This design comes from an exercise in tuning for small area, a short achievable clock period and few clock cycles on the open sky130 flow, not from production work. Where RTL was checked, it was by simulation tests only, not by an equivalence proof against the original. Only the layout flow was run in runs 5 and 6; the RTL was not checked for function there.

$ cat config.mk
export PLATFORM = sky130hd
export DESIGN_NAME = mx_frame_tx
export DESIGN_NICKNAME = mx_frame_tx
export VERILOG_FILES = /design/flow/design.v
export SDC_FILE = /design/flow/constraint.sdc
export NUM_CORES = 4
export LEC_CHECK = 0
export ABC_AREA = 1
export CAP_MARGIN = 20
export CORE_MARGIN = 2
export CORE_UTILIZATION = 60
export CTS_BUF_LIST = sky130_fd_sc_hd__clkbuf_8
export CTS_CLUSTER_SIZE = 40
export SETUP_SLACK_MARGIN = 5
export SLEW_MARGIN = 20
$ cat constraint.sdc
create_clock -name core_clock -period 10.0 [get_ports {clk}]
set_input_delay 2.0000 -clock core_clock [delete_from_list [all_inputs] [get_ports {clk}]]
set_output_delay 2.0000 -clock core_clock [all_outputs]
set_load 0.01 [all_outputs]
$ cat design.v
`timescale 1ns/1ps
module mx_frame_tx (
    input  wire       clk,
    input  wire       rst,
    input  wire       cmd_valid,
    output wire       cmd_ready,
    input  wire [7:0] cmd_len,
    input  wire       in_valid,
    output wire       in_ready,
    input  wire [7:0] in_data,
    output reg        w_valid,
    input  wire       w_ready,
    output reg  [7:0] w_data,
    output reg        w_last,
    output reg        rej
);
    localparam integer M    = 5;
    localparam integer MAXF = 160;
    localparam [7:0] SENT_END   = 8'h00;
    localparam [7:0] SENT_BEGIN = 8'h01;
    localparam [7:0] SENT_ENC   = 8'hFE;
    localparam [31:0] FNV_OFFSET = 32'h811C9DC5;
    function [7:0] b64_sym;
        input [5:0] v;
        begin
            case (v)
            6'd0: b64_sym = 8'h41;
            6'd1: b64_sym = 8'h42;
            6'd2: b64_sym = 8'h43;
            6'd3: b64_sym = 8'h44;
            6'd4: b64_sym = 8'h45;
            6'd5: b64_sym = 8'h46;
            6'd6: b64_sym = 8'h47;
            6'd7: b64_sym = 8'h48;
            6'd8: b64_sym = 8'h49;
            6'd9: b64_sym = 8'h4A;
            6'd10: b64_sym = 8'h4B;
            6'd11: b64_sym = 8'h4C;
            6'd12: b64_sym = 8'h4D;
            6'd13: b64_sym = 8'h4E;
            6'd14: b64_sym = 8'h4F;
            6'd15: b64_sym = 8'h50;
            6'd16: b64_sym = 8'h51;
            6'd17: b64_sym = 8'h52;
            6'd18: b64_sym = 8'h53;
            6'd19: b64_sym = 8'h54;
            6'd20: b64_sym = 8'h55;
            6'd21: b64_sym = 8'h56;
            6'd22: b64_sym = 8'h57;
            6'd23: b64_sym = 8'h58;
            6'd24: b64_sym = 8'h59;
            6'd25: b64_sym = 8'h5A;
            6'd26: b64_sym = 8'h61;
            6'd27: b64_sym = 8'h62;
            6'd28: b64_sym = 8'h63;
            6'd29: b64_sym = 8'h64;
            6'd30: b64_sym = 8'h65;
            6'd31: b64_sym = 8'h66;
            6'd32: b64_sym = 8'h67;
            6'd33: b64_sym = 8'h68;
            6'd34: b64_sym = 8'h69;
            6'd35: b64_sym = 8'h6A;
            6'd36: b64_sym = 8'h6B;
            6'd37: b64_sym = 8'h6C;
            6'd38: b64_sym = 8'h6D;
            6'd39: b64_sym = 8'h6E;
            6'd40: b64_sym = 8'h6F;
            6'd41: b64_sym = 8'h70;
            6'd42: b64_sym = 8'h71;
            6'd43: b64_sym = 8'h72;
            6'd44: b64_sym = 8'h73;
            6'd45: b64_sym = 8'h74;
            6'd46: b64_sym = 8'h75;
            6'd47: b64_sym = 8'h76;
            6'd48: b64_sym = 8'h77;
            6'd49: b64_sym = 8'h78;
            6'd50: b64_sym = 8'h79;
            6'd51: b64_sym = 8'h7A;
            6'd52: b64_sym = 8'h30;
            6'd53: b64_sym = 8'h31;
            6'd54: b64_sym = 8'h32;
            6'd55: b64_sym = 8'h33;
            6'd56: b64_sym = 8'h34;
            6'd57: b64_sym = 8'h35;
            6'd58: b64_sym = 8'h36;
            6'd59: b64_sym = 8'h37;
            6'd60: b64_sym = 8'h38;
            6'd61: b64_sym = 8'h39;
            6'd62: b64_sym = 8'h2B;
            6'd63: b64_sym = 8'h2F;
            default: b64_sym = 8'h2F;
            endcase
        end
    endfunction
    function is_sent;
        input [7:0] b;
        begin
            is_sent = (b == SENT_END) || (b == SENT_BEGIN) || (b == SENT_ENC);
        end
    endfunction
    reg  [7:0]  rem;      
    reg  [4:0]  sn;       
    reg         pend;     
    reg         lact;     
    reg  [2:0]  lplen;    
    reg  [2:0]  lidx;     
    reg  [7:0]  lhdr;     
    reg  [7:0]  q [0:M-1];
    reg  [M-1:0] qt;      
    wire lfull = lact && (lidx == lplen);
    wire take;            
    wire lstart = pend && (!lact || take);
    assign cmd_ready = !pend && !(lact && !lfull);
    assign in_ready  = lact && (lidx != lplen) && !qt[M-1];
    wire       rem_le5 = (rem <= 8'd5);
    wire [2:0] rem_p   = rem_le5 ? rem[2:0] : 3'd5;
    wire       wr      = in_valid && in_ready;
    always @(posedge clk) begin
        if (rst) begin
            rem   <= 8'd0;
            sn    <= 5'd0;
            pend  <= 1'b0;
            lact  <= 1'b0;
            lplen <= 3'd0;
            lidx  <= 3'd0;
            rej   <= 1'b0;
        end else begin
            rej <= 1'b0;
            if (cmd_valid && cmd_ready) begin
                if (cmd_len > MAXF) begin
                    rej <= 1'b1;
                end else begin
                    rem  <= cmd_len;
                    pend <= 1'b1;
                end
            end
            if (lstart) begin
                lact  <= 1'b1;
                lplen <= rem_p;
                lidx  <= 3'd0;
                rem   <= rem - {5'd0, rem_p};
                sn    <= rem_le5 ? 5'd0 : sn + 5'd1;
                pend  <= !rem_le5;
            end else begin
                if (take)
                    lact <= 1'b0;
                if (wr)
                    lidx <= lidx + 3'd1;
            end
        end
    end
    always @(posedge clk) begin
        if (lstart)
            lhdr <= {rem_le5, sn == 5'd0, 1'b0, sn};
        else if (wr && is_sent(in_data))
            lhdr[5] <= 1'b1;
    end
    reg         eact;     
    reg         ebin;     
    reg         efe;      
    reg  [3:0]  cnt;      
    reg  [7:0]  sbr;      
    reg  [31:0] hf;       
    reg  [1:0]  ph;       
    reg  [5:0]  lo;       
    reg         eq;       
    wire step    = eact && (!w_valid || w_ready);
    wire consume = step && (ebin ? (!efe && ph != 2'd3 && cnt != 4'd0) : 1'b1);
    wire hashing = (cnt >= 4'd4);                  
    wire pop     = consume && (cnt >= 4'd5);       
    wire t_end = (cnt == 4'd1);
    wire b_end = (ph == 2'd3) && (cnt == 4'd0);
    wire c_end = step && (ebin ? (!efe && b_end) : t_end);
    assign take = lfull && (!eact || c_end);
    wire [31:0] fy = hf;
    wire [31:0] hash_n;
    wire hs1;
    wire hc2;
    assign hs1 = fy[8] ^ fy[7];
    assign hc2 = fy[8] & fy[7];
    wire fs3;
    wire fc4;
    assign fs3 = fy[9] ^ fy[8] ^ fy[5];
    assign fc4 = (fy[9] & fy[8]) | (fy[9] & fy[5]) | (fy[8] & fy[5]);
    wire fs5;
    wire fc6;
    assign fs5 = fy[10] ^ fy[9] ^ fy[6];
    assign fc6 = (fy[10] & fy[9]) | (fy[10] & fy[6]) | (fy[9] & fy[6]);
    wire fs7;
    wire fc8;
    assign fs7 = fy[11] ^ fy[10] ^ fy[7];
    assign fc8 = (fy[11] & fy[10]) | (fy[11] & fy[7]) | (fy[10] & fy[7]);
    wire fs9;
    wire fc10;
    assign fs9 = fy[12] ^ fy[11] ^ fy[8];
    assign fc10 = (fy[12] & fy[11]) | (fy[12] & fy[8]) | (fy[11] & fy[8]);
    wire fs11;
    wire fc12;
    assign fs11 = fy[13] ^ fy[12] ^ fy[9];
    assign fc12 = (fy[13] & fy[12]) | (fy[13] & fy[9]) | (fy[12] & fy[9]);
    wire fs13;
    wire fc14;
    assign fs13 = fy[14] ^ fy[13] ^ fy[10];
    assign fc14 = (fy[14] & fy[13]) | (fy[14] & fy[10]) | (fy[13] & fy[10]);
    wire fs15;
    wire fc16;
    assign fs15 = fy[15] ^ fy[14] ^ fy[11];
    assign fc16 = (fy[15] & fy[14]) | (fy[15] & fy[11]) | (fy[14] & fy[11]);
    wire fs17;
    wire fc18;
    assign fs17 = fy[16] ^ fy[15] ^ fy[12];
    assign fc18 = (fy[16] & fy[15]) | (fy[16] & fy[12]) | (fy[15] & fy[12]);
    wire fs19;
    wire fc20;
    assign fs19 = fy[17] ^ fy[16] ^ fy[13];
    assign fc20 = (fy[17] & fy[16]) | (fy[17] & fy[13]) | (fy[16] & fy[13]);
    wire fs21;
    wire fc22;
    assign fs21 = fy[18] ^ fy[17] ^ fy[14];
    assign fc22 = (fy[18] & fy[17]) | (fy[18] & fy[14]) | (fy[17] & fy[14]);
    wire fs23;
    wire fc24;
    assign fs23 = fy[19] ^ fy[18] ^ fy[15];
    assign fc24 = (fy[19] & fy[18]) | (fy[19] & fy[15]) | (fy[18] & fy[15]);
    wire fs25;
    wire fc26;
    assign fs25 = fy[20] ^ fy[19] ^ fy[16];
    assign fc26 = (fy[20] & fy[19]) | (fy[20] & fy[16]) | (fy[19] & fy[16]);
    wire fs27;
    wire fc28;
    assign fs27 = fy[21] ^ fy[20] ^ fy[17];
    assign fc28 = (fy[21] & fy[20]) | (fy[21] & fy[17]) | (fy[20] & fy[17]);
    wire fs29;
    wire fc30;
    assign fs29 = fy[22] ^ fy[21] ^ fy[18];
    assign fc30 = (fy[22] & fy[21]) | (fy[22] & fy[18]) | (fy[21] & fy[18]);
    wire fs31;
    wire fc32;
    assign fs31 = fy[23] ^ fy[22] ^ fy[19];
    assign fc32 = (fy[23] & fy[22]) | (fy[23] & fy[19]) | (fy[22] & fy[19]);
    wire fs33;
    wire fc34;
    assign fs33 = fy[24] ^ fy[23] ^ fy[20];
    assign fc34 = (fy[24] & fy[23]) | (fy[24] & fy[20]) | (fy[23] & fy[20]);
    wire hs35;
    wire hc36;
    assign hs35 = fy[17] ^ fy[16];
    assign hc36 = fy[17] & fy[16];
    wire fs37;
    wire fc38;
    assign fs37 = fy[25] ^ fy[24] ^ fy[21];
    assign fc38 = (fy[25] & fy[24]) | (fy[25] & fy[21]) | (fy[24] & fy[21]);
    wire fs39;
    wire fc40;
    assign fs39 = fy[18] ^ fy[17] ^ fy[1];
    assign fc40 = (fy[18] & fy[17]) | (fy[18] & fy[1]) | (fy[17] & fy[1]);
    wire fs41;
    wire fc42;
    assign fs41 = fy[26] ^ fy[25] ^ fy[22];
    assign fc42 = (fy[26] & fy[25]) | (fy[26] & fy[22]) | (fy[25] & fy[22]);
    wire fs43;
    wire fc44;
    assign fs43 = fy[19] ^ fy[18] ^ fy[2];
    assign fc44 = (fy[19] & fy[18]) | (fy[19] & fy[2]) | (fy[18] & fy[2]);
    wire fs45;
    wire fc46;
    assign fs45 = fy[27] ^ fy[26] ^ fy[23];
    assign fc46 = (fy[27] & fy[26]) | (fy[27] & fy[23]) | (fy[26] & fy[23]);
    wire fs47;
    wire fc48;
    assign fs47 = fy[20] ^ fy[19] ^ fy[3];
    assign fc48 = (fy[20] & fy[19]) | (fy[20] & fy[3]) | (fy[19] & fy[3]);
    wire fs49;
    wire fc50;
    assign fs49 = fy[28] ^ fy[27] ^ fy[24];
    assign fc50 = (fy[28] & fy[27]) | (fy[28] & fy[24]) | (fy[27] & fy[24]);
    wire fs51;
    wire fc52;
    assign fs51 = fy[21] ^ fy[20] ^ fy[4];
    assign fc52 = (fy[21] & fy[20]) | (fy[21] & fy[4]) | (fy[20] & fy[4]);
    wire fs53;
    wire fc54;
    assign fs53 = fy[29] ^ fy[28] ^ fy[25];
    assign fc54 = (fy[29] & fy[28]) | (fy[29] & fy[25]) | (fy[28] & fy[25]);
    wire fs55;
    wire fc56;
    assign fs55 = fy[22] ^ fy[21] ^ fy[5];
    assign fc56 = (fy[22] & fy[21]) | (fy[22] & fy[5]) | (fy[21] & fy[5]);
    wire fs57;
    wire fc58;
    assign fs57 = fy[30] ^ fy[29] ^ fy[26];
    assign fc58 = (fy[30] & fy[29]) | (fy[30] & fy[26]) | (fy[29] & fy[26]);
    wire fs59;
    wire fc60;
    assign fs59 = fy[23] ^ fy[22] ^ fy[6];
    assign fc60 = (fy[23] & fy[22]) | (fy[23] & fy[6]) | (fy[22] & fy[6]);
    wire fs61;
    wire fc62;
    assign fs61 = fy[31] ^ fy[30] ^ fy[27];
    assign fc62 = (fy[31] & fy[30]) | (fy[31] & fy[27]) | (fy[30] & fy[27]);
    wire fs63;
    wire fc64;
    assign fs63 = fy[24] ^ fy[23] ^ fy[7];
    assign fc64 = (fy[24] & fy[23]) | (fy[24] & fy[7]) | (fy[23] & fy[7]);
    wire hs65;
    wire hc66;
    assign hs65 = fy[7] ^ fy[6];
    assign hc66 = fy[7] & fy[6];
    wire fs67;
    wire fc68;
    assign fs67 = hs1 ^ fy[4] ^ fy[1];
    assign fc68 = (hs1 & fy[4]) | (hs1 & fy[1]) | (fy[4] & fy[1]);
    wire fs69;
    wire fc70;
    assign fs69 = fs3 ^ fy[2] ^ fy[1];
    assign fc70 = (fs3 & fy[2]) | (fs3 & fy[1]) | (fy[2] & fy[1]);
    wire fs71;
    wire fc72;
    assign fs71 = fs5 ^ fy[3] ^ fy[2];
    assign fc72 = (fs5 & fy[3]) | (fs5 & fy[2]) | (fy[3] & fy[2]);
    wire fs73;
    wire fc74;
    assign fs73 = fs7 ^ fy[4] ^ fy[3];
    assign fc74 = (fs7 & fy[4]) | (fs7 & fy[3]) | (fy[4] & fy[3]);
    wire fs75;
    wire fc76;
    assign fs75 = fs9 ^ fy[5] ^ fy[4];
    assign fc76 = (fs9 & fy[5]) | (fs9 & fy[4]) | (fy[5] & fy[4]);
    wire fs77;
    wire fc78;
    assign fs77 = fs11 ^ fy[6] ^ fy[5];
    assign fc78 = (fs11 & fy[6]) | (fs11 & fy[5]) | (fy[6] & fy[5]);
    wire fs79;
    wire fc80;
    assign fs79 = fs13 ^ fy[7] ^ fy[6];
    assign fc80 = (fs13 & fy[7]) | (fs13 & fy[6]) | (fy[7] & fy[6]);
    wire fs81;
    wire fc82;
    assign fs81 = fs15 ^ fy[8] ^ fy[7];
    assign fc82 = (fs15 & fy[8]) | (fs15 & fy[7]) | (fy[8] & fy[7]);
    wire fs83;
    wire fc84;
    assign fs83 = fs17 ^ fy[9] ^ fy[8];
    assign fc84 = (fs17 & fy[9]) | (fs17 & fy[8]) | (fy[9] & fy[8]);
    wire fs85;
    wire fc86;
    assign fs85 = fs19 ^ fy[10] ^ fy[9];
    assign fc86 = (fs19 & fy[10]) | (fs19 & fy[9]) | (fy[10] & fy[9]);
    wire fs87;
    wire fc88;
    assign fs87 = fs21 ^ fy[11] ^ fy[10];
    assign fc88 = (fs21 & fy[11]) | (fs21 & fy[10]) | (fy[11] & fy[10]);
    wire fs89;
    wire fc90;
    assign fs89 = fs23 ^ fy[12] ^ fy[11];
    assign fc90 = (fs23 & fy[12]) | (fs23 & fy[11]) | (fy[12] & fy[11]);
    wire fs91;
    wire fc92;
    assign fs91 = fs25 ^ fy[13] ^ fy[12];
    assign fc92 = (fs25 & fy[13]) | (fs25 & fy[12]) | (fy[13] & fy[12]);
    wire fs93;
    wire fc94;
    assign fs93 = fs27 ^ fy[14] ^ fy[13];
    assign fc94 = (fs27 & fy[14]) | (fs27 & fy[13]) | (fy[14] & fy[13]);
    wire fs95;
    wire fc96;
    assign fs95 = fs29 ^ fy[15] ^ fy[14];
    assign fc96 = (fs29 & fy[15]) | (fs29 & fy[14]) | (fy[15] & fy[14]);
    wire fs97;
    wire fc98;
    assign fs97 = fs31 ^ fy[16] ^ fy[15];
    assign fc98 = (fs31 & fy[16]) | (fs31 & fy[15]) | (fy[16] & fy[15]);
    wire fs99;
    wire fc100;
    assign fs99 = fs33 ^ hs35 ^ fy[0];
    assign fc100 = (fs33 & hs35) | (fs33 & fy[0]) | (hs35 & fy[0]);
    wire fs101;
    wire fc102;
    assign fs101 = fs37 ^ fs39 ^ fc34;
    assign fc102 = (fs37 & fs39) | (fs37 & fc34) | (fs39 & fc34);
    wire fs103;
    wire fc104;
    assign fs103 = fs41 ^ fs43 ^ fc38;
    assign fc104 = (fs41 & fs43) | (fs41 & fc38) | (fs43 & fc38);
    wire fs105;
    wire fc106;
    assign fs105 = fs45 ^ fs47 ^ fc42;
    assign fc106 = (fs45 & fs47) | (fs45 & fc42) | (fs47 & fc42);
    wire fs107;
    wire fc108;
    assign fs107 = fs49 ^ fs51 ^ fc46;
    assign fc108 = (fs49 & fs51) | (fs49 & fc46) | (fs51 & fc46);
    wire fs109;
    wire fc110;
    assign fs109 = fs53 ^ fs55 ^ fc50;
    assign fc110 = (fs53 & fs55) | (fs53 & fc50) | (fs55 & fc50);
    wire fs111;
    wire fc112;
    assign fs111 = fs57 ^ fs59 ^ fc54;
    assign fc112 = (fs57 & fs59) | (fs57 & fc54) | (fs59 & fc54);
    wire fs113;
    wire fc114;
    assign fs113 = fs61 ^ fs63 ^ fc58;
    assign fc114 = (fs61 & fs63) | (fs61 & fc58) | (fs63 & fc58);
    wire hs115;
    wire hc116;
    assign hs115 = fy[4] ^ fy[3];
    assign hc116 = fy[4] & fy[3];
    wire fs117;
    wire fc118;
    assign fs117 = fy[5] ^ fy[4] ^ fy[1];
    assign fc118 = (fy[5] & fy[4]) | (fy[5] & fy[1]) | (fy[4] & fy[1]);
    wire fs119;
    wire fc120;
    assign fs119 = fy[6] ^ fy[5] ^ fy[2];
    assign fc120 = (fy[6] & fy[5]) | (fy[6] & fy[2]) | (fy[5] & fy[2]);
    wire fs121;
    wire fc122;
    assign fs121 = hs65 ^ fy[3] ^ fy[0];
    assign fc122 = (hs65 & fy[3]) | (hs65 & fy[0]) | (fy[3] & fy[0]);
    wire fs123;
    wire fc124;
    assign fs123 = fs67 ^ fy[0] ^ hc66;
    assign fc124 = (fs67 & fy[0]) | (fs67 & hc66) | (fy[0] & hc66);
    wire fs125;
    wire fc126;
    assign fs125 = fs69 ^ hc2 ^ fc68;
    assign fc126 = (fs69 & hc2) | (fs69 & fc68) | (hc2 & fc68);
    wire fs127;
    wire fc128;
    assign fs127 = fs71 ^ fc4 ^ fc70;
    assign fc128 = (fs71 & fc4) | (fs71 & fc70) | (fc4 & fc70);
    wire fs129;
    wire fc130;
    assign fs129 = fs73 ^ fc6 ^ fc72;
    assign fc130 = (fs73 & fc6) | (fs73 & fc72) | (fc6 & fc72);
    wire fs131;
    wire fc132;
    assign fs131 = fs75 ^ fc8 ^ fc74;
    assign fc132 = (fs75 & fc8) | (fs75 & fc74) | (fc8 & fc74);
    wire fs133;
    wire fc134;
    assign fs133 = fs77 ^ fc10 ^ fc76;
    assign fc134 = (fs77 & fc10) | (fs77 & fc76) | (fc10 & fc76);
    wire fs135;
    wire fc136;
    assign fs135 = fs79 ^ fc12 ^ fc78;
    assign fc136 = (fs79 & fc12) | (fs79 & fc78) | (fc12 & fc78);
    wire fs137;
    wire fc138;
    assign fs137 = fs81 ^ fc14 ^ fc80;
    assign fc138 = (fs81 & fc14) | (fs81 & fc80) | (fc14 & fc80);
    wire fs139;
    wire fc140;
    assign fs139 = fs83 ^ fc16 ^ fc82;
    assign fc140 = (fs83 & fc16) | (fs83 & fc82) | (fc16 & fc82);
    wire fs141;
    wire fc142;
    assign fs141 = fs85 ^ fc18 ^ fc84;
    assign fc142 = (fs85 & fc18) | (fs85 & fc84) | (fc18 & fc84);
    wire fs143;
    wire fc144;
    assign fs143 = fs87 ^ fc20 ^ fc86;
    assign fc144 = (fs87 & fc20) | (fs87 & fc86) | (fc20 & fc86);
    wire fs145;
    wire fc146;
    assign fs145 = fs89 ^ fc22 ^ fc88;
    assign fc146 = (fs89 & fc22) | (fs89 & fc88) | (fc22 & fc88);
    wire fs147;
    wire fc148;
    assign fs147 = fs91 ^ fc24 ^ fc90;
    assign fc148 = (fs91 & fc24) | (fs91 & fc90) | (fc24 & fc90);
    wire fs149;
    wire fc150;
    assign fs149 = fs93 ^ fc26 ^ fc92;
    assign fc150 = (fs93 & fc26) | (fs93 & fc92) | (fc26 & fc92);
    wire fs151;
    wire fc152;
    assign fs151 = fs95 ^ fc28 ^ fc94;
    assign fc152 = (fs95 & fc28) | (fs95 & fc94) | (fc28 & fc94);
    wire fs153;
    wire fc154;
    assign fs153 = fs97 ^ fc30 ^ fc96;
    assign fc154 = (fs97 & fc30) | (fs97 & fc96) | (fc30 & fc96);
    wire fs155;
    wire fc156;
    assign fs155 = fs99 ^ fc32 ^ fc98;
    assign fc156 = (fs99 & fc32) | (fs99 & fc98) | (fc32 & fc98);
    wire fs157;
    wire fc158;
    assign fs157 = fs101 ^ hc36 ^ fc100;
    assign fc158 = (fs101 & hc36) | (fs101 & fc100) | (hc36 & fc100);
    wire fs159;
    wire fc160;
    assign fs159 = fs103 ^ fc40 ^ fc102;
    assign fc160 = (fs103 & fc40) | (fs103 & fc102) | (fc40 & fc102);
    wire fs161;
    wire fc162;
    assign fs161 = fs105 ^ fc44 ^ fc104;
    assign fc162 = (fs105 & fc44) | (fs105 & fc104) | (fc44 & fc104);
    wire fs163;
    wire fc164;
    assign fs163 = fs107 ^ fc48 ^ fc106;
    assign fc164 = (fs107 & fc48) | (fs107 & fc106) | (fc48 & fc106);
    wire fs165;
    wire fc166;
    assign fs165 = fs109 ^ fc52 ^ fc108;
    assign fc166 = (fs109 & fc52) | (fs109 & fc108) | (fc52 & fc108);
    wire fs167;
    wire fc168;
    assign fs167 = fs111 ^ fc56 ^ fc110;
    assign fc168 = (fs111 & fc56) | (fs111 & fc110) | (fc56 & fc110);
    wire fs169;
    wire fc170;
    assign fs169 = fs113 ^ fc60 ^ fc112;
    assign fc170 = (fs113 & fc60) | (fs113 & fc112) | (fc60 & fc112);
    wire [31:0] ra = {fs169, fs167, fs165, fs163, fs161, fs159, fs157, fs155, fs153, fs151, fs149, fs147, fs145, fs143, fs141, fs139, fs137, fs135, fs133, fs131, fs129, fs127, fs125, fs123, fs121, fs119, fs117, hs115, fy[3], fy[2], fy[1], fy[0]};
    wire [31:0] rb = {fc168, fc166, fc164, fc162, fc160, fc158, fc156, fc154, fc152, fc150, fc148, fc146, fc144, fc142, fc140, fc138, fc136, fc134, fc132, fc130, fc128, fc126, fc124, fc122, fc120, fc118, hc116, fy[0], fy[2], fy[1], fy[0], 1'b0};
    assign hash_n = ra + rb;
    reg  [5:0] sv;
    reg  [5:0] lo_n;
    always @(*) begin
        case (ph)
        2'd0:    begin sv = sbr[7:2];            lo_n = {sbr[1:0], 4'd0}; end
        2'd1:    begin sv = {lo[5:4], sbr[7:4]}; lo_n = {sbr[3:0], 2'd0}; end
        2'd2:    begin sv = {lo[5:2], sbr[7:6]}; lo_n = sbr[5:0];         end
        default: begin sv = lo;                  lo_n = lo;               end
        endcase
    end
    always @(posedge clk) begin
        if (rst) begin
            eact    <= 1'b0;
            ebin    <= 1'b0;
            efe     <= 1'b0;
            cnt     <= 4'd0;
            ph      <= 2'd0;
            eq      <= 1'b0;
            w_valid <= 1'b0;
        end else begin
            if (step)
                w_valid <= 1'b1;
            else if (w_ready)
                w_valid <= 1'b0;
            if (consume)
                cnt <= cnt - 4'd1;
            if (step && ebin) begin
                if (efe) begin
                    efe <= 1'b0;
                end else begin
                    ph <= ph + 2'd1;
                    if (cnt == 4'd0 && (ph == 2'd1 || ph == 2'd2))
                        eq <= 1'b1;
                end
            end
            if (take) begin
                eact <= 1'b1;
                ebin <= lhdr[5];
                efe  <= lhdr[5];
                cnt  <= {1'b0, lplen} + 4'd4;
                ph   <= 2'd0;
                eq   <= 1'b0;
            end else if (c_end) begin
                eact <= 1'b0;
            end
        end
    end
    always @(posedge clk) begin
        if (take)
            hf <= FNV_OFFSET ^ {24'd0, lhdr};
        else if (consume && hashing)
            hf <= hash_n ^ {24'd0, q[0]};
        if (take)
            sbr <= lhdr;
        else if (consume) begin
            case (cnt)
            4'd4:    sbr <= hash_n[7:0];
            4'd3:    sbr <= hf[15:8];
            4'd2:    sbr <= hf[23:16] ^ hf[31:24];
            4'd1:    sbr <= 8'd0;
            default: sbr <= q[0];
            endcase
        end
        if (step && ebin && !efe)
            lo <= lo_n;
        if (step) begin
            if (!ebin) begin
                w_data <= sbr;
                w_last <= t_end;
            end else if (efe) begin
                w_data <= SENT_ENC;
                w_last <= 1'b0;
            end else begin
                w_data <= eq ? 8'h3D : b64_sym(sv);
                w_last <= b_end;
            end
        end
    end
    integer k;
    always @(posedge clk) begin
        for (k = 0; k < M; k = k + 1) begin
            if (pop) begin
                if (wr && qt[k] && (k == M - 1 || !qt[k + 1]))
                    q[k] <= in_data;
                else if (k < M - 1)
                    q[k] <= q[k + 1];
            end else if (wr && !qt[k] && (k == 0 || qt[k - 1])) begin
                q[k] <= in_data;
            end
        end
    end
    always @(posedge clk) begin
        if (rst)
            qt <= {M{1'b0}};
        else if (wr && !pop)
            qt <= {qt[M-2:0], 1'b1};
        else if (pop && !wr)
            qt <= {1'b0, qt[M-1:1]};
    end
endmodule
$ cat run.sh
#!/bin/bash
# synth_recipe.tcl (not shown) runs the flow's synth.tcl, then flattens the netlist and writes it again
# the make line also repeats each setting of config.mk as NAME=value (left out here)
make -C /OpenROAD-flow-scripts/flow DESIGN_CONFIG=/design/flow/config.mk WORK_HOME=/design/flow/orfs CLKGATE_MAP_FILE= SYNTH_SCRIPT=/design/flow/synth_recipe.tcl finish
==> impl_metrics.ini, run 1 <==
[worst_setup_path]
arrival_ns = 2.50
start_kind = register
cp_max_fo = 11
critical_path_class = register to output pin
reg2reg_slack_ns = 5.69
cp.required_ns = 8.00
crit_path_end_kind = output pin

[clock_tree]
ctsHoldBuffers = 0
clockBufferDepth = 2
tritoncts = built
clk_pin_slew_ns = 0.09
htreeDepth = 4
cts_sinks = 141
post_cts_buffers = 0
numCtsBuffers = 17
cts.repair.resized = 0
clk_latency_ns = 0.45
root_buffer = clkbuf_8

[placement]
port_buffers = 33
dp_hpwl_mm = 21.9
dp_cells = 1600
gp_congestion = 0.940

[grt]
grt_pass1_wl_mm = 45.2
antenna_found_initial = 0
grt_pass1_vias = 8840
grt_max_degree = 38
grt_overflow = 0
grt_usage_pct = 29.4

[final_layout]
antenna_cells = 0
area_delta_synth_final_pct = 7.42
final_core_util_pct = 65.8
fillCellCount = 1596
drive_gt1_share_pct = 5.27
final_cells = 1632
fin_nets = 1541

[logic_synthesis]
seq_area_frac_synth_pct = 33.5
synth_largest_area_cell = edfxtp_1
syn_avg_cell_area_um2 = 8.11
ys_ff_latch = 141
netlist.area_leader.share_pct = 23.9
yosysWarnings = 4
ys_top_cells_by_area = edfxtp_1 24%, fa_1 14%, nand2_1 11%
syn_area_um2 = 11000
syn-num-nets = 1512
synth_cells = 1361
synth_cell_types = 51

[floorplanning]
ioPinCount = 34
die_x_um = 140
core_area_um2 = 18000
rows = 49
die_h_um = 140
start_util_pct = 61.3
die_area_um2 = 19500

[run]
cap_violations = 0

[min_path]
hold_path.class = register to register

[detailed_routing]
wl_per_cell_um = 16.9
drt-vias-per-instance = 5.61
drt_iter0_drc = 611
postRouteAntennaNets = 0
drt_wl_total_mm = 27.5
dr.pass1.iters = 7
route.vias.total = 9151
drc_errors = 0

[timing]
slew_headroom_pct = 32.6
rsz0062_at_grt = no
setup_tns_ns = 0
timing.final.crit_share_pct = 45.0
maxSlewViolCount = 0
hold_violations = 0
setup_violations = 0
fmaxAchievable_ghz = 0.222
period_needed_ns = 4.50
fin_skew_ns = 0.0141
worst_slew_pin_slew_ns = 1.00

[status]
status = timing/DRC/antenna clean
[sequential cells by signal, summed over array words and instances, names as in the netlist, 4 cells and up]
name / cells
lhdr: 8
qt: 5
cnt: 4
hf: 32
rem: 8
sbr: 8
q: 40
sn: 5
w_data: 8
lo: 6
[placed cells by master (no fill, tap or decap), drive strengths merged, types with 4 or more instances in the layout]
master	n
nand2	348
inv	211
nand3	116
nor2	105
a21oi	90
edfxtp	88
o21ai	79
fa	78
dfxtp	53
ha	52
clkdlybuf4s50	33
xnor2	19
nand4	17
clkbuf	17
xor2	16
o22ai	14
nor3	9
clkinv	7
o211ai	6
or2	5
a31oi	5
o21bai	4
a21o	4
clkinvlp	4
[metrics by stage]
| step | cell area, um^2 | hold slack, ns | worst slack, ns |
|---|---|---|---|
| 3_5_place_dp | 11500 | 0.478 | 5.26 |
| 5_1_grt | 11900 | 0.514 | 5.30 |
| 3_3_place_gp | 11500 | 0.478 | 5.33 |
| 6_report | 11900 | 0.494 | 5.50 |
| 4_1_cts | 11900 | 0.493 | 5.47 |
| 2_1_floorplan | 11000 | 0.442 | 6.39 |
[cell usage after synthesis (all sizes together)]
cell type and count:
o211ai 6, a221oi 1, a31oi 5, nand4 17
buf 19, dfxtp 53, a22oi 1, and3 3
fa 78, o21bai 4, o2111ai 3, o21a 2
or2 5, ha 52, a32oi 2, nor3 9
xor2 16, o31ai 3, nand2 348, nor2 105
nor4 3, inv 205, o22ai 14, clkbuf 5
nor4b 1, a21oi 90, a211oi 1, nand3b 2
nand3 116, clkinv 2, xnor2 19, a21o 4
edfxtp 88, o21ai 79
[path summary, 6_finish.rpt]
check	from	endpoint	depth (start not counted)
min reg2reg	rem[2]$_SDFFE_PP0P_	lplen[2]$_SDFFE_PP0P_	2
max	lplen[2]$_SDFFE_PP0P_	cmd_ready	4
max reg2reg	hf[14]$_SDFFE_PP0P_	hf[31]$_SDFFCE_PP1P_	16
min	rem[2]$_SDFFE_PP0P_	lplen[2]$_SDFFE_PP0P_	2
[kinds of logic after synthesis]
family,synth area share (%)
and+or+nand+nor,24.0
buffers and inverters,8.66
AOI/OAI and AO/OA,11.0
DFF,33.5
adders and majority gates,20.0
xor gates and xnor gates,2.78
[cell type report]
class	instances	area [um^2]	area share, %
Sequential cell	141	3700	31.2
Inverter	207	783	6.60
Clock buffer	17	234	1.97
Multi-Input combinational cell	989	6380	53.8
Timing Repair Buffer	34	338	2.85
Tap cell	229	287	2.42
Clock inverter	15	134	1.13
[critical path, cell delays in order, from the launching register on]
cell and delay [ns]:
dfxtp_1 0.40, xnor2_1 0.13, nand3_1 0.16, a21oi_1 0.68
clkdlybuf4s50_1 0.68
[routing by layer]
layer	up-vias	wire, um	GRT usage [%]
met3	53	1420	5.09
met4	0	947	10.8
met5	-	0	0
met2	269	12600	46.5
li1	4522	-	-
met1	4307	12600	41.0
Testbench counts, summed over its fixed seeds: cycles 23,720.
==> inputs of run 2 (changes only) <==
==> flow/run.sh (new file) <==
#!/bin/bash
bash standard.sh SETUP_SLACK_MARGIN=6 "BUFFER_PORTS_ARGS=-buffer_cell sky130_fd_sc_hd__buf_2" finish > standard.log 2>&1
==> standard.sh (new file) <==
#!/bin/bash
# synth_recipe.tcl (not shown) runs the flow's synth.tcl, then flattens the netlist and writes it again
# the make line also repeats each setting of config.mk as NAME=value (left out here)
make -C /OpenROAD-flow-scripts/flow DESIGN_CONFIG=/design/flow/config.mk WORK_HOME=/design/flow/orfs CLKGATE_MAP_FILE= SYNTH_SCRIPT=/design/flow/synth_recipe.tcl "${@:-finish}"
--- a/config.mk
+++ b/config.mk
@@ -7,3 +7,2 @@
 export LEC_CHECK = 0
-export ABC_AREA = 1
 export CAP_MARGIN = 20
removed: run.sh
==> run 2 against run 1 <==
- still clean on timing, DRC and antenna
- sequential share of layout area is 0.16 points lower
- die area is 5.4% lower
- utilization is 4.3 points higher
- routed wire length is 7.9% lower
- critical path depth is 9 higher
- cell area is 1.2% higher
- via count is 13% lower
- critical path type is now register to register
- critical endpoint is now hf[31]$_SDFFCE_PP1P_
- highest routed layer unchanged
==> impl_metrics.ini, run 2 <==
[timing]
hold_violations = 0
fin_ws_ns = 5.87
timing.final.crit_share_pct = 41.3
fin_skew_ns = 0.0179
slew_headroom_pct = 48.1
period_needed_ns = 4.13
fmaxAchievable_ghz = 0.242
setup_violations = 0
setup_tns_ns = 0
maxSlewViolCount = 0
worst_slew_pin_slew_ns = 0.773
rsz0062_at_grt = yes

[logic_synthesis]
syn_area_um2 = 10400
synth_flop_cell = edfxtp_1
seq_area_frac_synth_pct = 35.5
netlist.area_leader.share_pct = 25.3
yosysMostFrequentCell = inv_1
synth_edf_count = 88
synth_largest_area_cell = edfxtp_1
ys_top_cells_by_area = edfxtp_1 25%, fa_1 15%, dfxtp_1 10%
yosysWarnings = 4
synth_cell_types = 69
syn-num-nets = 1180
async_reset_ff_share_pct = 0
ys_ff_latch = 141
syn_avg_cell_area_um2 = 10.1
synth_cells = 1029
synth_commonest_cells = 120 x inv_1, 88 x edfxtp_1, 78 x fa_1

[floorplanning]
die_x_um = 136
die_area_um2 = 18400
die_h_um = 136
core_area_um2 = 17100
rows = 48
ioPinCount = 34
start_util_pct = 60.9

[grt]
grt_pass1_wl_mm = 39.4
grt_usage_pct = 28.0
grt_overflow = 0
antenna_found_initial = 0
grt_pass1_vias = 7499
grt_max_degree = 42

[clock_tree]
cts_sinks = 141
clk_pin_slew_ns = 0.09
clockBufferDepth = 2
tritoncts = built
ctsHoldBuffers = 0
numCtsBuffers = 17
htreeDepth = 4
root_buffer = clkbuf_8
clk_latency_ns = 0.45

[worst_setup_path]
crit_path_end_kind = register
reg2reg_slack_ns = 5.87
critical_path_class = register to register
arrival_ns = 4.31
crit_top_cell = fa_1
critPathMaxStageDelay_ns = 0.57
crit_buf_inv = 1
cp_max_fo = 4
critPathTopFamily = adder cells
start_kind = register
crit_path_top_delay_cell = fa_1
cp.required_ns = 10.18
path_cells = buf_6 -> fa_1 -> fa_1 -> fa_1 -> ha_4 -> a21o_1 -> a21o_1 -> a31o_4 -> a21o_4 -> a31o_4 -> a21oi_4 -> or4_1 -> a31oi_1

[detailed_routing]
dr.pass1.iters = 7
route.vias.total = 7996
drc_errors = 0
postRouteAntennaNets = 0
drt_iter0_drc = 519
drt-vias-per-instance = 5.95
wl_per_cell_um = 18.8
drt_wl_total_mm = 25.3

[placement]
placed_cell_area_um2 = 10700
dp_hpwl_mm = 17.6
gp_congestion = 0.907
port_buffers = 33
dp_slack_ns = 5.09

[min_path]
hold_path.class = register to register

[final_layout]
fillCellCount = 1331
fin_nets = 1257
area_delta_synth_final_pct = 15.1
final_cell_mix = 109 x inv_1, 88 x edfxtp_1, 77 x fa_1
antenna_cells = 0
largest_register_ffs = 40
reg_top3 = q (40), hf (32)
drive_gt1_share_pct = 21.7
final_common_cell = inv_1
final_cell_area_um2 = 12000
registers.top_by_ff_count = q

[run]
cap_violations = 0

[status]
status = timing/DRC/antenna clean
[run 2: cell count changes after synthesis, sizes merged, moves of 15 or more]
cell,change
a21oi,-21
nor3,+16
xnor2,+19
inv,-83
clkbuf,+19
mux2,+33
nand3,-100
nor2,-32
o21ai,-22
a211oi,+15
nand2,-282
[run 2: layer usage]
metal	part of all wire, %	vias to the layer above	GRT usage (%)
met5	0	-	0
met4	1.6	0	7.29
met3	5.5	32	4.85
met2	49	242	45.9
met1	44	3913	38.8
li1	-	3809	-
[run 2: timing repair]
action / 4_1_cts / 5_1_grt
setup buffers: 34 / 22
cloned: 1 / 0
resized for setup: 55 / 47
pin swaps: 23 / 37
setup endpoints to repair: 89 / 33
[run 2: path summary, 6_finish.rpt]
| path | cells after the start | startpoint | end |
|---|---|---|---|
| worst max-delay path | 13 | hf[8]$_SDFFCE_PP1P_ | hf[31]$_SDFFCE_PP1P_ |
| worst min-delay path | 2 | eact$_SDFFE_PP0P_ | w_valid$_SDFFE_PP0P_ |
| worst max register to register | 13 | hf[8]$_SDFFCE_PP1P_ | hf[31]$_SDFFCE_PP1P_ |
| worst min register to register | 2 | eact$_SDFFE_PP0P_ | w_valid$_SDFFE_PP0P_ |
[run 2: cells by family after synthesis]
family | share of synthesized area [%]
fa+ha+maj | 21.2
flops | 35.5
compound gates | 17.4
xor+xnor | 5.38
buf+inv | 5.90
simple gates | 10.6
mux | 3.95
[run 2: area by class of cell]
cell class	instances	area (um^2)	share of cell area, %
multi-input cells	731	6470	53.9
flip-flops and latches	141	3730	31.1
repair buffers	92	656	5.46
inverters	122	467	3.89
well taps	225	282	2.34
clock buffers	17	234	1.95
clock inverters	15	161	1.34
repair inverters	1	7.51	0.0625
[run 2: through the flow]
stage / instances / hold slack (ns) / util (%)
CTS: 1321 / 0.496 / 67.9
floorplan: 1029 / 0.451 / -
global route: 1344 / 0.514 / 70.1
finish: 1344 / 0.494 / 70.1
detailed placement: 1254 / 0.476 / 62.8
global placement: 1254 / 0.474 / 62.7
[run 2: worst min-delay path: stages, from the launching register on]
cell     delay, ns
dfxtp_1       0.35
inv_1         0.06
a21oi_1       0.05
==> inputs of run 3 (changes only) <==
--- a/config.mk
+++ b/config.mk
@@ -7,2 +7,3 @@
 export LEC_CHECK = 0
+export ABC_AREA = 1
 export CAP_MARGIN = 20
==> run 3 against run 2 <==
- register-to-register slack better by 0.21 ns
- critical path type unchanged
- worst hold slack worse by 0.0083 ns
- maximum frequency is 5.4% higher
- clock skew fell by 0.0040 ns
- still clean on timing, DRC and antenna
- sequential cell count is the same
- sequential share of layout area decreased by 0.27 points
==> impl_metrics.ini, run 3 <==
[floorplanning]
die_h_um = 140
ioPinCount = 34
start_util_pct = 61.3
die_x_um = 140
core_area_um2 = 18000
die_area_um2 = 19500
rows = 49

[timing]
hold_violations = 0
fin_ws_ns = 6.08
slew_headroom_pct = 53.6
period_needed_ns = 3.92
maxSlewViolCount = 0
worst_slew_pin_slew_ns = 0.691
fin_skew_ns = 0.0139
setup_tns_ns = 0
fmaxAchievable_ghz = 0.255
rsz0062_at_grt = yes
timing.final.crit_share_pct = 39.2
setup_violations = 0

[placement]
dp_hpwl_mm = 22.3
port_buffers = 33
dp_cells = 1599
gp_congestion = 0.959
dp_slack_ns = 5.62

[logic_synthesis]
ys_top_cells_by_area = edfxtp_1 24%, fa_1 14%, nand2_1 11%
synth_cells = 1361
syn-num-nets = 1512
ys_ff_latch = 141
synth_cell_types = 51
synth_edf_count = 88
synth_commonest_cells = 334 x nand2_1, 199 x inv_1, 111 x nand3_1
synth_flop_cell = edfxtp_1
yosysWarnings = 4
syn_area_um2 = 11000
syn_avg_cell_area_um2 = 8.11
yosysMostFrequentCell = nand2_1
seq_area_frac_synth_pct = 33.5
netlist.area_leader.share_pct = 23.9
synth_largest_area_cell = edfxtp_1
async_reset_ff_share_pct = 0

[worst_setup_path]
reg2reg_slack_ns = 6.08
r2r_start = hf[7]$_DFFE_PP_
crit_path_start = hf[7]$_DFFE_PP_
rr_endpoint = hf[31]$_SDFFCE_PP1P_
critical_path_class = register to register
arrival_ns = 4.10
start_kind = register
cp_max_fo = 6
crit_path_end_kind = register
crit_end = hf[31]$_SDFFCE_PP1P_
rr_worst_depth = 15
cp.required_ns = 10.18

[clock_tree]
htreeDepth = 4
numCtsBuffers = 17
clk_pin_slew_ns = 0.08
ctsHoldBuffers = 0
clk_latency_ns = 0.44
root_buffer = clkbuf_8
tritoncts = built
cts_sinks = 141
clockBufferDepth = 2

[min_path]
hold_path.class = register to register

[detailed_routing]
drt_wl_total_mm = 28.6
route.vias.total = 9359
dr.pass1.iters = 5
postRouteAntennaNets = 0
wl_per_cell_um = 17.2
drt-vias-per-instance = 5.62
drt_iter0_drc = 713
drc_errors = 0

[run]
cap_violations = 0

[grt]
grt_pass1_vias = 8929
grt_pass1_wl_mm = 46.2
antenna_found_initial = 0
grt_max_degree = 38
grt_usage_pct = 30.0
grt_overflow = 0

[final_layout]
antenna_cells = 0
area_delta_synth_final_pct = 9.58
final_common_cell = nand2_1
largest_register_ffs = 40
reg_top3 = q (40), hf (32)
final_cells = 1665
fin_nets = 1574
registers.top_by_ff_count = q
final_cell_mix = 331 x nand2_1, 198 x inv_1, 111 x nand3_1
drive_gt1_share_pct = 13.0

[status]
status = timing/DRC/antenna clean
run 3: kinds of logic (layout without fill, tap and decap cells):
| family | Yosys count | after routing | synth area share (%) |
|---|---|---|---|
| buf+inv | 231 | 306 | 8.66 |
| xor+xnor | 35 | 35 | 2.78 |
| fa+ha+maj | 130 | 130 | 20.0 |
| compound gates | 215 | 215 | 11.0 |
| flops | 141 | 141 | 33.5 |
| simple gates | 609 | 609 | 24.0 |
run 3: timing repair:
action / in CTS / in global routing
pin swaps: 0 / 4
setup buffers: 6 / 28
resized for setup: 6 / 58
endpoints found under the setup margin: 7 / 49
run 3: cell type report:
type                            count  area, um^2
Clock buffer                       17         234
Tap cell                          229         287
Multi-Input combinational cell    989        6520
Sequential cell                   141        3730
Clock inverter                     15         125
Inverter                          207         790
Fill cell                        1592        5920
Timing Repair Buffer               67         420
run 3: routing by layer:
metal / global-route usage, % / wire length, um / vias to the layer above
met3: 4.06 / 1680 / 33
met4: 7.11 / 580 / 0
met1: 42.4 / 12600 / 4419
met5: 0 / 0 / -
met2: 49.5 / 13700 / 317
li1: - / - / 4590
run 3: worst min-delay path by stage:
stage                                     from                    end  slack, ns  depth (start not counted)
after global routing      lidx[1]$_SDFFE_PP0P_   lidx[1]$_SDFFE_PP0P_       0.52                          2
final                     w_valid$_SDFFE_PP0P_   w_valid$_SDFFE_PP0P_       0.49                          2
after floorplan           lhdr[5]$_SDFFE_PP0P_   lhdr[5]$_SDFFE_PP0P_       0.44                          2
after global placement     rem[2]$_SDFFE_PP0P_  lplen[2]$_SDFFE_PP0P_       0.48                          2
after CTS                 w_valid$_SDFFE_PP0P_   w_valid$_SDFFE_PP0P_       0.49                          2
after detailed placement    sn[1]$_SDFFE_PP0P_      lhdr[1]$_DFFE_PP_       0.48                          0
run 3: per-stage QoR:
step | utilization (%) | cell area, um^2 | hold WS (ns)
finish | 67.1 | 12100 | 0.486
global route | 67.1 | 12100 | 0.519
CTS | 65.1 | 11700 | 0.493
detailed placement | 62.8 | 11300 | 0.480
global placement | 62.8 | 11300 | 0.480
floorplan | - | 11000 | 0.442
run 3: worst max-delay path, cell delays in order, from the launching register on:
cell	delay [ns]
edfxtp_1	0.55
fa_1	0.61
fa_1	0.45
fa_1	0.50
ha_1	0.39
nand2_1	0.13
nor2_1	0.14
inv_1	0.10
nor3_2	0.15
nand2_1	0.07
nand2_1	0.17
nand2_1	0.13
nand2_1	0.09
nand2_1	0.05
nand3_1	0.07
nand2_1	0.06
==> inputs of run 4 (changes only) <==
==> flow/run.sh (replaced) <==
#!/bin/bash
bash standard.sh SETUP_SLACK_MARGIN=6.5 finish > standard.log 2>&1
--- a/config.mk
+++ b/config.mk
@@ -7,8 +7,5 @@
 export LEC_CHECK = 0
-export ABC_AREA = 1
 export CAP_MARGIN = 20
 export CORE_MARGIN = 2
-export CORE_UTILIZATION = 60
-export CTS_BUF_LIST = sky130_fd_sc_hd__clkbuf_8
-export CTS_CLUSTER_SIZE = 40
+export CORE_UTILIZATION = 40
 export SETUP_SLACK_MARGIN = 5
==> run 4 against run 3 <==
- largest cell class unchanged
- setup slack lost 0.14 ns
- via count shrank 16%
- highest routed layer unchanged
- first-iteration DRC count shrank 25%
- synthesized cell count shrank 24%
- sequential share of layout area shrank 2.3 points
- die area grew 40%
- critical path depth shrank 3
- non-clock buffer count grew 46
==> impl_metrics.ini, run 4 <==
[timing]
hold_slack_ns = 0.485
timing.final.crit_share_pct = 40.6
rsz0062_at_grt = yes
fmaxAchievable_ghz = 0.246
hold_violations = 0
worst_slew_pin_slew_ns = 0.732
maxSlewViolCount = 0
slew_headroom_pct = 50.9
setup_tns_ns = 0
fin_skew_ns = 0.00863
setup_violations = 0
period_needed_ns = 4.06

[logic_synthesis]
seq_area_frac_synth_pct = 35.5
async_reset_ff_share_pct = 0
syn_area_um2 = 10400
ys_top_cells_by_area = edfxtp_1 25%, fa_1 15%, dfxtp_1 10%
synth_commonest_cells = 120 x inv_1, 88 x edfxtp_1, 78 x fa_1
syn-num-nets = 1180
yosysWarnings = 4
synth_cells = 1029
ys_ff_latch = 141
yosysMostFrequentCell = inv_1
synth_edf_count = 88
netlist.area_leader.share_pct = 25.3
synth_cell_types = 69
synth_flop_cell = edfxtp_1
syn_avg_cell_area_um2 = 10.1
synth_largest_area_cell = edfxtp_1

[floorplanning]
start_util_pct = 40.4
ioPinCount = 34
core_area_um2 = 25800
die_area_um2 = 27400
die_x_um = 165
die_h_um = 165
rows = 59

[grt]
antenna_found_initial = 0
grt_usage_pct = 18.7
grt_max_degree = 42
grt_pass1_wl_mm = 39.8
grt_pass1_vias = 7617
grt_overflow = 0

[worst_setup_path]
crit_top_cell = fa_1
reg2reg_slack_ns = 5.94
critPathMaxStageDelay_ns = 0.58
path_cells = fa_1 -> fa_1 -> fa_1 -> ha_4 -> a21o_1 -> a21o_1 -> a31o_4 -> a21o_4 -> a31o_4 -> a21oi_4 -> or4_4 -> a31oi_4
cp.required_ns = 10.16
critical_path_class = register to register
arrival_ns = 4.23
cp_max_fo = 4
start_kind = register
crit_path_end_kind = register
rr_worst_depth = 12
crit_path_top_delay_cell = fa_1

[detailed_routing]
drt-vias-per-instance = 5.34
route.vias.total = 7874
wl_per_cell_um = 16.9
drt_iter0_drc = 537
postRouteAntennaNets = 0
drc_errors = 0
drt_wl_total_mm = 24.9
dr.pass1.iters = 5

[final_layout]
drive_gt1_share_pct = 24.8
fin_nets = 1277
area_delta_synth_final_pct = 25.7
final_cell_mix = 107 x inv_1, 88 x edfxtp_1, 76 x fa_1
final_common_cell = inv_1
reg_top3 = q (40), hf (32)
registers.top_by_ff_count = q
antenna_cells = 0
largest_register_ffs = 40
final_core_util_pct = 50.7

[clock_tree]
tritoncts = built
htreeDepth = 4
numCtsBuffers = 17
clockBufferDepth = 2
cts_sinks = 141
root_buffer = clkbuf_16
clk_latency_ns = 0.42
clk_pin_slew_ns = 0.06

[placement]
port_buffers = 33
dp_hpwl_mm = 17.8
gp_congestion = 0.835

[min_path]
hold_path.class = register to register
min_path_cells = 0

[run]
cap_violations = 0

[status]
status = timing/DRC/antenna clean
## run 4: cell type report
cell class | instances | area, um^2
fill | 2315 | 12700
multi-input combinational | 731 | 6870
sequential | 141 | 3740
timing repair buffer | 113 | 1010
inverter | 122 | 478
clock buffer | 20 | 457
tap | 335 | 419
clock inverter | 12 | 135
## run 4: worst paths after layout
kind	start	to
setup reg to reg	hf[8]$_SDFFCE_PP1P_	hf[31]$_SDFFCE_PP1P_
setup / recovery	hf[8]$_SDFFCE_PP1P_	hf[31]$_SDFFCE_PP1P_
hold / removal	sn[4]$_SDFFE_PP0P_	lhdr[4]$_DFFE_PP_
hold reg to reg	sn[4]$_SDFFE_PP0P_	lhdr[4]$_DFFE_PP_
## run 4: logic make-up after synthesis
logic type | synth area share [%]
flops | 35.5
fa+ha+maj | 21.2
simple gates | 10.6
mux | 3.95
xor+xnor | 5.38
buf+inv | 5.90
compound gates | 17.4
## run 4: routing by layer
metal	part of all wire [%]	global-route usage [%]
met4	1.5	4.04
met3	4.1	3.60
met1	47	26.3
met5	0	0
met2	48	29.9
## run 4: through the flow
stage	instance area, um^2	std cells	worst slack (ns)
6_report	13100	1474	5.94
3_5_place_dp	11400	1365	5.27
2_1_floorplan	10900	1029	6.16
5_1_grt	13100	1474	5.80
3_3_place_gp	11400	1365	5.34
4_1_cts	12700	1445	5.96
## run 4: what timing repair did
| item | 4_1_cts | 5_1_grt |
|---|---|---|
| resized for setup | 89 | 55 |
| pin swaps | 38 | 60 |
| setup endpoints to repair | 147 | 78 |
| hold buffers | 0 | 0 |
| cloned | 0 | 1 |
| buffers inserted | 48 | 28 |
## run 4: worst max-delay path: cells and delay by family (launching register included)
kind	cells	cell delay [ns]
adders and majority gates	4	1.81
AOI/OAI and AO/OA	7	1.38
DFF	1	0.46
and+or+nand+nor	1	0.17
==> inputs of run 5 (changes only) <==
--- a/design.v
+++ b/design.v
@@ -519,2 +519,5 @@
     assign hash_n = ra + rb;
+    wire        hupd   = consume && hashing;
+    wire [31:0] hf_oth = ({32{take}} & (FNV_OFFSET ^ {24'd0, lhdr})) | ({32{!take}} & hf);
+    wire [31:0] hf_d   = hupd ? (hash_n ^ {24'd0, q[0]}) : hf_oth;
     reg  [5:0] sv;
@@ -567,6 +570,3 @@
     always @(posedge clk) begin
-        if (take)
-            hf <= FNV_OFFSET ^ {24'd0, lhdr};
-        else if (consume && hashing)
-            hf <= hash_n ^ {24'd0, q[0]};
+        hf <= hf_d;
         if (take)
==> flow/run.sh (replaced) <==
#!/bin/bash
bash standard.sh SETUP_SLACK_MARGIN=6 "BUFFER_PORTS_ARGS=-buffer_cell sky130_fd_sc_hd__buf_2" finish > standard.log 2>&1
--- a/config.mk
+++ b/config.mk
@@ -9,3 +9,5 @@
 export CORE_MARGIN = 2
-export CORE_UTILIZATION = 40
+export CORE_UTILIZATION = 60
+export CTS_BUF_LIST = sky130_fd_sc_hd__clkbuf_8
+export CTS_CLUSTER_SIZE = 40
 export SETUP_SLACK_MARGIN = 5
==> run 5 against run 4 <==
- routed wire length is 5.2% lower
- still clean
- clock-buffer cell count is 3 lower
- cell area is 11% lower
- synthesized area is 2.5% lower
- largest cell class unchanged
==> impl_metrics.ini, run 5 <==
[worst_setup_path]
cp_max_fo = 6
cp.required_ns = 10.34
critPathMaxStageDelay_ns = 0.60
critical_path_class = register to register
crit_path_end_kind = register
crit_path_top_delay_cell = fa_2
start_kind = register
path_cells = buf_4 -> fa_1 -> fa_1 -> fa_2 -> ha_4 -> nand2_1 -> o21ai_0 -> a32oi_2 -> buf_4 -> a21oi_4 -> o21ai_4 -> a21oi_2 -> or3_4 -> a32o_1
arrival_ns = 4.46

[timing]
timing.final.crit_share_pct = 41.2
rsz0062_at_grt = yes
worst_slew_pin_slew_ns = 0.743
slew_headroom_pct = 50.3
maxSlewViolCount = 0
hold_slack_ns = 0.492
fin_skew_ns = 0.0160
period_needed_ns = 4.12
hold_violations = 0
setup_violations = 0
setup_tns_ns = 0
fmaxAchievable_ghz = 0.243

[grt]
grt_overflow = 0
antenna_found_initial = 0
grt_usage_pct = 26.9
grt_pass1_vias = 7325
grt_max_degree = 37
grt_pass1_wl_mm = 37.8

[logic_synthesis]
syn_avg_cell_area_um2 = 9.90
synth_commonest_cells = 119 x inv_1, 83 x a21oi_1, 81 x nor2_1
yosysMostFrequentCell = inv_1
synth_cell_types = 70
syn_area_um2 = 10200
async_reset_ff_share_pct = 0
synth_largest_area_cell = edfxtp_1
seq_area_frac_synth_pct = 35.4
ys_top_cells_by_area = edfxtp_1 23%, fa_1 15%, dfxtp_1 12%
netlist.area_leader.share_pct = 23.0
yosysWarnings = 4
syn-num-nets = 1178
synth_flop_cell = edfxtp_1
synth_cells = 1027
ys_ff_latch = 141
synth_edf_count = 78

[final_layout]
final_cells = 1317
area_delta_synth_final_pct = 14.2
drive_gt1_share_pct = 20.2
fin_nets = 1235
registers.top_by_ff_count = q
final_common_cell = inv_1
reg_top3 = q (40), hf (24)
largest_register_ffs = 40
final_cell_mix = 111 x inv_1, 80 x nor2_1, 78 x edfxtp_1
antenna_cells = 0

[min_path]
hold_path.class = register to register

[placement]
gp_congestion = 0.838
port_buffers = 33
dp_hpwl_mm = 17.2
dp_cells = 1251

[floorplanning]
start_util_pct = 61.3
die_h_um = 134
die_area_um2 = 18000
ioPinCount = 34
core_area_um2 = 16600
rows = 47
die_x_um = 134

[detailed_routing]
drt_wl_total_mm = 23.6
postRouteAntennaNets = 0
drc_errors = 0
dr.pass1.iters = 5
route.vias.total = 7755
wl_per_cell_um = 17.9
drt-vias-per-instance = 5.89
drt_iter0_drc = 490

[run]
cap_violations = 0

[clock_tree]
clk_pin_slew_ns = 0.08
clockBufferDepth = 2
root_buffer = clkbuf_8
tritoncts = built
numCtsBuffers = 17
cts_sinks = 141
htreeDepth = 4
clk_latency_ns = 0.45

[status]
status = timing/DRC/antenna clean
## run 5: cell types whose count changed after synthesis, moves of 4 or more
cell and delta:
a21oi_1 +17, o21ai_0 -13, dfxtp_1 +10, edfxtp_1 -10, nor2_1 +10, a211oi_1 -6
o22ai_1 -6, nand3_1 +5, xor2_1 -5, o31ai_1 -4
## run 5: logic make-up after synthesis
group	after synthesis	synth area share, %
and+or+nand+nor	252	11.6
AOI/OAI and AO/OA	244	15.4
buffers and inverters	157	5.93
DFF	141	35.4
adders and majority gates	130	21.7
xor gates and xnor gates	60	5.17
muxes	43	4.67
## run 5: path summary, 6_finish.rpt
| check | startpoint | to | slack [ns] | cells past startpoint |
|---|---|---|---|---|
| worst max register to register | hf[11]$_DFF_P_ | hf[29]$_DFF_P_ | 5.88 | 14 |
| worst min register to register | sn[4]$_SDFFE_PP0P_ | lhdr[4]$_DFFE_PP_ | 0.49 | 0 |
| worst max-delay path | hf[11]$_DFF_P_ | hf[29]$_DFF_P_ | 5.88 | 14 |
| worst min-delay path | sn[4]$_SDFFE_PP0P_ | lhdr[4]$_DFFE_PP_ | 0.49 | 0 |
## run 5: worst max-delay path, delay by kind of cell (launching register included)
kind	cells	cell delay, ns
adder cells (fa/ha/maj)	4	1.81
AO/OA/AOI/OAI	6	1.02
AND/OR/NAND/NOR	2	0.48
flip-flops	1	0.38
buffers and inverters	2	0.32
## run 5: metrics by stage
step                utilization [%]  worst slack [ns]  area (um^2)
floorplan                         -              6.01        10200
global placement               63.5              5.41        10500
detailed placement             63.5              5.34        10500
CTS                            68.2              5.96        11300
global route                   70.1              5.78        11600
finish                         70.1              5.88        11600
## run 5: layer usage
metal	track usage, %	wire length, um	part of all wire, %
met3	3.93	995	4.2
met2	42.2	11000	47
met5	0	0	0
met1	39.1	11000	47
met4	8.36	511	2.2
## run 5: cell type report
| cell class | instances | area [um^2] |
|---|---|---|
| sequential | 141 | 3650 |
| timing repair inverter | 1 | 8.76 |
| clock inverter | 15 | 201 |
| tap | 220 | 275 |
| inverter | 124 | 482 |
| fill | 1304 | 4970 |
| timing repair buffer | 70 | 447 |
| clock buffer | 17 | 234 |
| multi-input combinational | 729 | 6320 |
## run 5: what timing repair did
action                     4_1_cts  5_1_grt
gates resized for setup         65       42
setup endpoints to repair       63       65
gates cloned                     0        1
buffers inserted                17       16
hold buffers                     0        0
pin swaps                       17       14
==> inputs of run 6 (changes only) <==
--- a/config.mk
+++ b/config.mk
@@ -7,2 +7,3 @@
 export LEC_CHECK = 0
+export ABC_AREA = 1
 export CAP_MARGIN = 20
==> run 6 against run 5 <==
- register-to-register slack better by 0.23 ns
- via count up 24%
- non-clock buffer count decreased by 14
- largest cell class unchanged
- highest routed layer unchanged
==> impl_metrics.ini, run 6 <==
[timing]
fin_ws_ns = 6.11
maxSlewViolCount = 0
worst_slew_pin_slew_ns = 0.984
hold_violations = 0
hold_slack_ns = 0.476
fin_skew_ns = 0.0153
rsz0062_at_grt = yes
timing.final.crit_share_pct = 38.9
period_needed_ns = 3.89
fmaxAchievable_ghz = 0.257
slew_headroom_pct = 33.9
setup_violations = 0
setup_tns_ns = 0

[worst_setup_path]
crit_buf_inv = 7
cp.required_ns = 10.35
crit_path_start = hf[17]$_DFF_P_
critical_path_class = register to register
path_cells = clkinvlp_4 -> buf_4 -> fa_1 -> inv_1 -> fa_1 -> inv_1 -> fa_1 -> inv_1 -> ha_4 -> nand2_1 -> o21ai_0 -> inv_1 -> nand2_1 -> inv_1 -> nand2_1 -> nand2_1 -> nand2_1 -> o21ai_0
critPathMaxStageDelay_ns = 0.53
critPathTopFamily = adder cells
reg2reg_slack_ns = 6.11
arrival_ns = 4.24
crit_path_top_delay_cell = fa_1
cp_max_fo = 6
r2r_start = hf[17]$_DFF_P_
start_kind = register
crit_path_end_kind = register

[logic_synthesis]
synth_commonest_cells = 355 x nand2_1, 225 x inv_1, 114 x nand3_1
synth_cell_types = 48
seq_area_frac_synth_pct = 32.7
synth_edf_count = 78
yosysMostFrequentCell = nand2_1
ys_top_cells_by_area = edfxtp_1 21%, fa_1 14%, nand2_1 12%
ys_ff_latch = 141
syn-num-nets = 1556
syn_area_um2 = 11000
synth_largest_area_cell = edfxtp_1
yosysWarnings = 4
async_reset_ff_share_pct = 0
netlist.area_leader.share_pct = 21.3
syn_avg_cell_area_um2 = 7.84
synth_cells = 1405
synth_flop_cell = edfxtp_1

[final_layout]
final_common_cell = nand2_1
registers.top_by_ff_count = q
area_delta_synth_final_pct = 10.4
largest_register_ffs = 40
final_cells = 1700
final_cell_area_um2 = 12200
drive_gt1_share_pct = 11.2
antenna_cells = 0
final_core_util_pct = 67.7
fin_nets = 1609
final_cell_mix = 351 x nand2_1, 219 x inv_1, 113 x nand3_1
reg_top3 = q (40), hf (24)

[grt]
antenna_found_initial = 0
grt_overflow = 0
grt_usage_pct = 30.7
grt_pass1_wl_mm = 47.4
grt_max_degree = 37
grt_pass1_vias = 9213

[placement]
placed_cell_area_um2 = 11300
gp_congestion = 1.02
dp_hpwl_mm = 22.6
dp_slack_ns = 5.62
dp_cells = 1646
port_buffers = 33

[detailed_routing]
postRouteAntennaNets = 0
drc_errors = 0
drt_iter0_drc = 778
drt-vias-per-instance = 5.67
route.vias.total = 9637
wl_per_cell_um = 17.1
drt_wl_total_mm = 29.1
dr.pass1.iters = 5

[status]
status = timing/DRC/antenna clean

[floorplanning]
core_area_um2 = 18000
start_util_pct = 61.3
die_area_um2 = 19500
rows = 49
die_x_um = 140
die_h_um = 140
ioPinCount = 34

[clock_tree]
root_buffer = clkbuf_8
clockBufferDepth = 2
ctsHoldBuffers = 0
numCtsBuffers = 17
htreeDepth = 4
clk_latency_ns = 0.46
tritoncts = built
clk_pin_slew_ns = 0.09
cts_sinks = 141

[run]
cap_violations = 0

[min_path]
hp-start = w_valid$_SDFFE_PP0P_
hold_path.class = register to register
## run 6: path summary, 6_finish.rpt
check,end,depth (start not counted)
worst max register to register,hf[23]$_DFF_P_,18
worst min-delay path,w_valid$_SDFFE_PP0P_,2
worst min register to register,w_valid$_SDFFE_PP0P_,2
worst max-delay path,hf[23]$_DFF_P_,18
## run 6: logic make-up (layout without fill, tap and decap cells)
kind of cell    count (synthesis)  count (layout)  synth area share (%)
xor+xnor                       37              37                  2.94
simple gates                  624             624                  24.1
flops                         141             141                  32.7
fa+ha+maj                     130             130                  20.1
buf+inv                       256             322                  9.24
compound gates                217             217                  10.9
## run 6: layer usage
metal / GRT usage [%] / routed length [um] / vias up
met5: 0 / 0 / -
li1: - / - / 4669
met2: 49.7 / 13800 / 336
met4: 11.5 / 889 / 0
met3: 5.26 / 1850 / 60
met1: 41.5 / 12600 / 4572
## run 6: cell type report
type	instances	area (um^2)
Fill cell	1555	5800
Sequential cell	141	3630
Clock buffer	18	248
Multi-Input combinational cell	1008	6530
Clock inverter	14	229
Inverter	234	897
Timing Repair Buffer	56	338
Tap cell	229	287
## run 6: worst reg2reg max path, delay by kind of cell, from the launching register on
kind | cells | cell delay (ns)
adder cells (fa/ha/maj) | 4 | 1.85
buffers and inverters | 7 | 0.69
AND/OR/NAND/NOR | 5 | 0.45
AO/OA/AOI/OAI | 2 | 0.41
flip-flops | 1 | 0.38
## run 6: what timing repair did
| item | 4_1_cts | 5_1_grt |
|---|---|---|
| setup buffers | 4 | 18 |
| endpoints found under the setup margin | 6 | 16 |
| pin swaps | 0 | 2 |
| endpoints found under the hold margin | 0 | 0 |
| resized for setup | 7 | 50 |

-- port drivers added, routing unchanged --
The results above use ideal ports. As a check the final layouts listed here were re-extracted and re-timed, cells and wires unchanged. Step 1 assumes that a clkbuf_16 drives the clock port and a buf_2 every other input. Step 2 times the ports against the registers' clock, not the clock port: input delays grow and output delays shrink by t, the midpoint of the rising clock arrivals with the driver on. Slacks: ideal ports / drivers / drivers and shift; pairs: ideal ports / drivers.
run	t (ns)	setup WS [ns]	slew at the worst register clock pin (ns)	worst slew at a driven data input, ns
run 1	0.481	5.496 / 5.453 / 5.187	0.09 / 0.09	0.04
run 2	0.480	5.871 / 5.871 / 5.695	0.09 / 0.09	0.03
run 3	0.474	6.081 / 6.081 / 5.678	0.09 / 0.09	0.03
run 4	0.455	5.938 / 5.938 / 5.938	0.06 / 0.06	0.03
run 5	0.483	5.884 / 5.884 / 5.677	0.09 / 0.09	0.03
run 6	0.498	6.113 / 6.113 / 5.844	0.10 / 0.10	0.03
After both steps every run listed still meets setup and hold. For run 3, which loses most, drivers alone change the setup slack by 0.000 ns; drivers and shift together by -0.403 ns.
